Context: an optimization exercise on an open-source flow, tuned for small area, a short achievable clock period and few clock cycles per item. The choices shown serve that exercise and are no tape-out recipe.
Only simulation tests tie the RTL to the original design; equivalence was not proved.
No activity file was given, so power comes from the tool's default toggle rates.

== v17 ==
==> flow/design.v <==
module g2c1_pie_tx (
    input  wire         clk,
    input  wire         rst,           
    input  wire         start,
    output wire         ready,
    input  wire [2:0]   msg_type,      
    input  wire [127:0] fields,        
    input  wire [31:0]  tari,          
    input  wire [31:0]  blf,           
    input  wire         trunc,
    output wire         pulse_valid,
    input  wire         pulse_ready,
    output wire [31:0]  pulse_dur,     
    output wire         pulse_last,
    output reg          done,
    output reg  [2:0]   err,
    output wire [2:0]   tx_type,
    output wire [5:0]   tx_len,
    output wire [31:0]  tx_bits,       
    output wire [5:0]   pulse_cnt
);
    localparam [2:0] E_NONE = 3'd0, E_OVERFLOW = 3'd1, E_NOTFOUND = 3'd2, E_PARAM = 3'd4;
    localparam [2:0] T_QUERY = 3'd0, T_QADJ = 3'd1, T_QREP = 3'd2, T_ACK = 3'd3, T_NAK = 3'd4;
    function automatic [32:0] padd32(input [31:0] a, input [31:0] b, input cin);
        reg [31:0] g, p, gg, pp;
        integer l, i, j;
        begin
            g = a & b;
            p = a ^ b;
            gg = g;
            pp = p;
            gg[0] = g[0] | (p[0] & cin);
            for (l = 0; l < 5; l = l + 1)
                for (i = 0; i < 32; i = i + 1)
                    if ((i >> l) & 1) begin
                        j = ((i >> l) << l) - 1;
                        gg[i] = gg[i] | (pp[i] & gg[j]);
                        pp[i] = pp[i] & pp[j];
                    end
            padd32 = {gg[31], p ^ {gg[30:0], cin}};
        end
    endfunction
    wire [15:0] f0 = fields[15:0];
    wire [15:0] f1 = fields[31:16];
    wire [15:0] f2 = fields[47:32];
    wire [15:0] f3 = fields[63:48];
    wire [15:0] f4 = fields[79:64];
    wire [15:0] f5 = fields[95:80];
    wire [15:0] f6 = fields[111:96];
    wire f0_lt2  = (f0[15:1] == 15'd0);
    wire f0_lt4  = (f0[15:2] == 14'd0);
    wire f1_hi0  = (f1[15:4] == 12'd0);
    wire f1_m    = f1_hi0 && (f1[3:0] == 4'd1 || f1[3:0] == 4'd2 || f1[3:0] == 4'd4 || f1[3:0] == 4'd8);
    wire f1_lt3  = f1_hi0 && (f1[3:2] == 2'd0) && (f1[1:0] != 2'd3);
    wire f2_lt2  = (f2[15:1] == 15'd0);
    wire f3_lt4  = (f3[15:2] == 14'd0);
    wire f4_lt4  = (f4[15:2] == 14'd0);
    wire f5_lt2  = (f5[15:1] == 15'd0);
    wire f6_lt16 = (f6[15:4] == 12'd0);
    wire [1:0] m_pat    = {f1[3] | f1[2], f1[3] | f1[1]};
    wire [2:0] updn_pat = {f1[0], f1[0] | f1[1], f1[1]};
    wire [16:0] q_data = {4'b1000, f0[0], m_pat, f2[0], f3[1:0], f4[1:0], f5[0], f6[3:0]};
    reg  [4:0]  q_crc;
    integer k;
    always @(*) begin
        q_crc = 5'b01001;
        for (k = 16; k >= 0; k = k - 1)
            q_crc = {q_crc[3:0], 1'b0} ^ ((q_crc[4] ^ q_data[k]) ? 5'b01001 : 5'b00000);
    end
    reg [2:0]  a_err;
    reg [21:0] a_bits;    
    always @(*) begin
        a_err  = E_NONE;
        a_bits = 22'd0;
        case (msg_type)
            T_QUERY: begin
                a_bits = {q_data, q_crc};
                if (!f0_lt2 || !f1_m || !f2_lt2 || !f3_lt4)
                    a_err = E_NOTFOUND;
                else if (!f4_lt4)
                    a_err = E_OVERFLOW;
                else if (!f5_lt2)
                    a_err = E_NOTFOUND;
                else if (!f6_lt16)
                    a_err = E_OVERFLOW;
            end
            T_QADJ: begin
                a_bits = {4'b1001, f0[1:0], updn_pat, 13'd0};
                if (!f0_lt4)
                    a_err = E_OVERFLOW;
                else if (!f1_lt3)
                    a_err = E_NOTFOUND;
            end
            T_QREP: begin
                a_bits = {2'b00, f0[1:0], 18'd0};
                if (!f0_lt4)
                    a_err = E_OVERFLOW;
            end
            T_ACK:   a_bits = {2'b01, f0, 4'd0};
            T_NAK:   a_bits = {8'b11000000, 14'd0};
            default: a_err = E_NOTFOUND;
        endcase
    end
    wire tari_bad = (tari < 32'd409600) || (tari > 32'd1638400);
    wire is_q     = (msg_type == T_QUERY);
    wire dr_in    = f0[0];
    wire blf_bad  = (blf[31:20] != 12'd0) || (dr_in ? (blf[19:0] < 20'd22) : (blf[19:0] < 20'd9));
    wire sk8 = r_dr ? (d_den > 20'd5461) : (d_den > 20'd2048);
    wire [19:0] rem0 = sk8 ? (r_dr ? 20'd5461 : 20'd2048) : (r_dr ? 20'd21 : 20'd8);
    wire [12:0] q0   = sk8 ? 13'h0100 : 13'h0001;
    wire blf_fast = dr_in ? (blf[19:0] <= 20'd111847) : (blf[19:0] <= 20'd41942);
    reg        act;          
    reg        chk;          
    reg        pv;           
    reg        pl;           
    reg [31:0] pd;           
    reg [5:0]  cn;           
    reg        k_rt;         
    reg        k_tr;         
    reg        k_h1;         
    reg [2:0]  r_type;       
    reg [21:0] r_bits;
    reg        r_trunc;
    reg [20:0] r_t;          
    reg        r_dr;
    reg        ph;           
    reg [19:0] d_den;        
    reg [19:0] d_rem;
    reg [32:0] d_q;          
    reg        d_dly;        
    reg        d_new;        
    reg        a_cy;         
    assign ready       = ~act;
    assign pulse_valid = pv;
    assign pulse_dur   = pd;
    assign pulse_last  = pl;
    wire ok = ~(r_type[2] & r_type[1]);
    assign tx_type = ok ? r_type : 3'd0;
    assign tx_bits = ok ? {r_bits, 10'd0} : 32'd0;
    reg [5:0] len_t, pcnt_t, last_idx;
    always @(*) begin
        case (r_type)
            T_QUERY: begin len_t = 6'd22; pcnt_t = 6'd51; last_idx = 6'd50; end
            T_QADJ:  begin len_t = 6'd9;  pcnt_t = 6'd23; last_idx = 6'd24; end
            T_QREP:  begin len_t = 6'd4;  pcnt_t = 6'd13; last_idx = 6'd14; end
            T_ACK:   begin len_t = 6'd18; pcnt_t = 6'd41; last_idx = 6'd42; end
            T_NAK:   begin len_t = 6'd8;  pcnt_t = 6'd21; last_idx = 6'd22; end
            default: begin len_t = 6'd0;  pcnt_t = 6'd0;  last_idx = 6'd22; end
        endcase
    end
    assign tx_len    = len_t;
    assign pulse_cnt = pcnt_t;
    wire r_q = (r_type == T_QUERY);
    wire        d_done  = d_q[32];
    wire [20:0] d_trial = {d_rem, r_dr & ph};
    wire [32:0] d_sum   = padd32({11'd0, d_trial}, ~{12'd0, d_den}, 1'b1);
    wire        d_ge    = d_sum[32];
    wire [20:0] d_diff  = d_sum[20:0];
    wire [19:0] pw    = r_t[20:1];
    wire [31:0] ax    = ({32{k_tr}} & d_q[31:0]) | ({32{k_rt}} & {11'd0, r_t, 1'b0}) |
                        ({32{k_h1}} & {11'd0, r_t});
    wire [31:0] ay    = {32{k_tr}} ^ {12'd0, pw};
    wire        acin  = (k_tr & ~chk) | (k_rt & r_t[0]);
    wire [32:0] asum  = padd32(ax, ay, acin);
    wire [31:0] nval  = {asum[31:16], asum[15:0] & {16{~r_trunc}}};
    wire [24:0] bv;
    genvar gi;
    generate
        for (gi = 0; gi < 22; gi = gi + 1) begin : g_bv
            assign bv[gi + 3] = r_bits[21 - gi];
        end
    endgenerate
    assign bv[2:0] = 3'd0;
    wire xfer   = pv & pulse_ready;
    wire need   = act & ~chk & (~pv | (xfer & ~pl));
    wire can    = ~k_tr | d_done;
    wire d_busy    = act & r_q & (cn <= 6'd5);
    wire [5:0] cn_inc = (cn == 6'd4 && !r_q) ? 6'd7 : cn + 6'd1;
    wire [2:0] acc_err = (a_err != E_NONE) ? a_err :
                         tari_bad ? E_PARAM :
                         (is_q && blf_bad) ? E_PARAM : E_NONE;
    always @(posedge clk) begin
        d_dly <= d_done & chk & ~d_new;
        a_cy  <= asum[32];
        if (!act) begin
            r_type  <= (acc_err != E_NONE) ? 3'd7 : msg_type;
            r_bits  <= a_bits;
            r_trunc <= trunc;
            r_t     <= tari[20:0];
            err     <= acc_err;
            cn      <= 6'd1;
            k_rt    <= 1'b0;
            k_h1    <= 1'b0;
            k_tr    <= is_q & ~blf_fast;
            pd      <= {12'd0, 5'b11001 & {4'b1111, ~trunc}, 15'd0};
            pl      <= 1'b0;
        end else if (chk) begin
            if (d_dly) begin
                k_tr <= 1'b0;
                if (!a_cy) begin
                    err    <= E_PARAM;
                    r_type <= 3'd7;
                end
            end
        end else if (need && can) begin
            pd   <= nval;
            pl   <= (cn == last_idx);
            cn   <= cn_inc;
            k_rt <= (cn_inc == 6'd3);
            k_tr <= (cn_inc == 6'd5);
            k_h1 <= cn_inc[0] & (cn_inc >= 6'd7) & bv[cn_inc[5:1]];
        end
    end
    always @(posedge clk) begin
        if (!d_busy) begin
            r_dr  <= dr_in;
            d_den <= blf[19:0];
        end
        d_new <= rst | (~d_busy & ((blf[19:0] != d_den) | (dr_in != r_dr)));
        if (d_new) begin
            d_rem <= rem0;
            ph    <= 1'b0;
            d_q   <= {20'd0, q0};
        end else begin
            d_rem <= d_ge ? d_diff[19:0] : d_trial[19:0];
            ph    <= ~ph;
            if (!d_done)
                d_q <= {d_q[31:0], d_ge};
        end
    end
    always @(posedge clk) begin
        if (rst) begin
            act  <= 1'b0;
            chk  <= 1'b0;
            pv   <= 1'b0;
            done <= 1'b0;
        end else begin
            done <= 1'b0;
            if (!act) begin
                if (start) begin
                    if (acc_err != E_NONE) begin
                        done <= 1'b1;
                    end else if (is_q && !blf_fast) begin
                        act <= 1'b1;
                        chk <= 1'b1;
                    end else begin
                        act <= 1'b1;
                        pv  <= 1'b1;
                    end
                end
            end else if (chk) begin
                if (d_dly) begin
                    chk <= 1'b0;
                    if (!a_cy) begin
                        act  <= 1'b0;
                        done <= 1'b1;
                    end else begin
                        pv <= 1'b1;
                    end
                end
            end else if (xfer && pl) begin
                pv   <= 1'b0;
                act  <= 1'b0;
                done <= 1'b1;
            end else if (need) begin
                pv <= can;
            end
        end
    end
endmodule
clock: 9.0 ns
lec_check: 0
cap_margin: 20
core_margin: 2
core_utilization: 40
cts_buf_list: sky130_fd_sc_hd__clkbuf_8
place_density: 0.6
setup_slack_margin: 5
slew_margin: 20
standard.sh (not shown) runs the stock make flow with config.mk's settings and CLKGATE_MAP_FILE= SYNTH_SCRIPT=/design/flow/synth_recipe.tcl, a recipe that flattens the netlist after the stock synthesis.
==> flow/flow/run.sh <==
#!/bin/bash
# The standard layout, with the smallest buffer on every input and output port
# (buffer_ports otherwise picks a 10 um2 delay buffer for each of them), and
# timing repair aimed at 5.7 ns of setup slack.
set -euo pipefail
export BUFFER_PORTS_ARGS="-buffer_cell sky130_fd_sc_hd__buf_1"
bash standard.sh SETUP_SLACK_MARGIN=5.7 finish > standard_flow.log 2>&1
v17: full flow OK, the timing, design-rule and antenna checks passed
Testbench counts of v17, summed over its fixed seeds: cycles 41,008, items 1,280.
> inputs changed (v17 -> v1)
- PLACE_DENSITY: 0.6 -> 0.7
- CORE_UTILIZATION: 40 -> 45
--- a/flow/flow/run.sh
+++ b/flow/flow/run.sh
@@ -4 +4 @@
-# timing repair aimed at 5.7 ns of setup slack.
+# timing repair aimed at 5.5 ns of setup slack.
@@ -7 +7 @@
-bash standard.sh SETUP_SLACK_MARGIN=5.7 finish > standard_flow.log 2>&1
+bash standard.sh SETUP_SLACK_MARGIN=5.5 finish > standard_flow.log 2>&1
Notes after the runs:
Compared with v17, in v1 final critical path time including I/O delays and setup down 0.0077 ns; cell area down 950 um^2; die height down about 5.6%.
The slack of the critical path in v1 sits 0.0077 ns above the value recorded for v17.
v1 vs v17: wire length of the first global-routing pass down by a few percent
Of v1 and v17, v17 shows the lower via count of the first global-routing pass, with v1 above it.
The inputs of v46 differ from those of v1 as listed below.
- PLACE_DENSITY now 0.6, was 0.7
- CORE_UTILIZATION now 40, was 45
--- a/flow/flow/run.sh
+++ b/flow/flow/run.sh
@@ -4 +4 @@
-# timing repair aimed at 5.5 ns of setup slack.
+# timing repair aimed at 5.6 ns of setup slack.
@@ -7 +7 @@
-bash standard.sh SETUP_SLACK_MARGIN=5.5 finish > standard_flow.log 2>&1
+bash standard.sh SETUP_SLACK_MARGIN=5.6 finish > standard_flow.log 2>&1
[summary]
Looking at the reports, v46 completed the entire flow and the layout it produced met the timing, design-rule and antenna checks.
Taking v1 as the reference, in v46 proportion of cell area occupied by multi-input gates now sits higher; width of the die now sits higher.
Post-route fraction of the period consumed by the critical path (v46 over v1): decrease, 0.41 points
Compared with v1, v46 shows a higher length of routed wiring on met1.
v1 has lower fmax than v46.
v46 — cell count 15 higher, v1 as reference
Relative to v1, register fraction of the total cell area has decreased by 0.68 points in v46.
From v1 to v46 the numbers moved as follows: time the worst path needs with I/O delays and setup decreased by 0.037 ns relative to the old numbers; internal power summed over all cells decreased by about 3.3% relative to the old numbers.
Destination of the critical timing path: pulse_cnt[2] -> v46, tx_len[0] -> v1
Here is what was changed in the inputs of v22 compared with v46.
- PLACE_DENSITY changed from 0.6 to 0.75
- CORE_UTILIZATION changed from 40 to 55
--- a/flow/flow/run.sh
+++ b/flow/flow/run.sh
@@ -4 +4 @@
-# timing repair aimed at 5.6 ns of setup slack.
+# timing repair aimed at 5.5 ns of setup slack.
@@ -7 +7 @@
-bash standard.sh SETUP_SLACK_MARGIN=5.6 finish > standard_flow.log 2>&1
+bash standard.sh SETUP_SLACK_MARGIN=5.5 finish > standard_flow.log 2>&1
==> results.txt <==
v22: count of clock-buffer cells in the layout higher than v46
The final reports for v22 and v46 show clock power lower in the former.
v22 against v46; detailed placement HPWL is down by a few percent.
[compare] base=v46 new=v22: sequential share of layout area has increased, combinational fraction of design power shows a reduction of 0.2 points, worst hold slack -0.0084 ns, clock skew after layout held, power now sits lower.
Cmp v46 and v22 / share of post-route cells with drive strength above 1 / higher: v46
Final cell area: v22 below v46
--- input diff v22..v30 ---
- CORE_UTILIZATION now 40, was 55
- PLACE_DENSITY now 0.6, was 0.75
Findings:
v30 | status: complete | timing, DRC, antenna: pass. Of v22 and v30, v30 shows the lower starting utilization of the core area, with v22 above it. v30 against v22: wire length on met1 went up; final estimated routing congestion in global placement lower; met1 track utilization from global routing now smaller. Compared with v22, v30 shows a number of global-route vias before repair that is 90 higher. Delta (v30 minus v22): wire length reported by the detailed router increased about 2%; post-route clock skew increased 0.0050 ns.

-- what the ideal ports hide --
How much do the figures lean on ideal ports? The routed layouts below were timed once more, with nothing changed but the port constraints.
Step 1: set_driving_cell puts a clkbuf_16 on clk and a buf_2 on each other input, an assumption about the parent block.
Step 2, shift: input delay + t, output delay - t, t = (earliest + latest rising clock arrival at the registers) / 2. This alone moves slack from input paths to output paths.
Slacks: ideal ports / drivers / drivers and shift; pairs: ideal ports / drivers.
| run | t (ns) | setup slack, ns | pins driven straight from the clock port |
|---|---|---|---|
| v17 | 0.503 | 5.532 / 5.488 / 5.242 | 1 |
| v1 | 0.510 | 5.540 / 5.496 / 5.088 | 1 |
| v46 | 0.512 | 5.577 / 5.532 / 5.140 | 1 |
| v22 | 0.500 | 5.552 / 5.514 / 5.064 | 1 |
| v30 | 0.512 | 5.555 / 5.509 / 5.108 | 1 |
After both steps every run listed still meets setup and hold. The setup slack of v22, which loses most, moves by -0.038 ns with the drivers and by -0.488 ns with both steps.
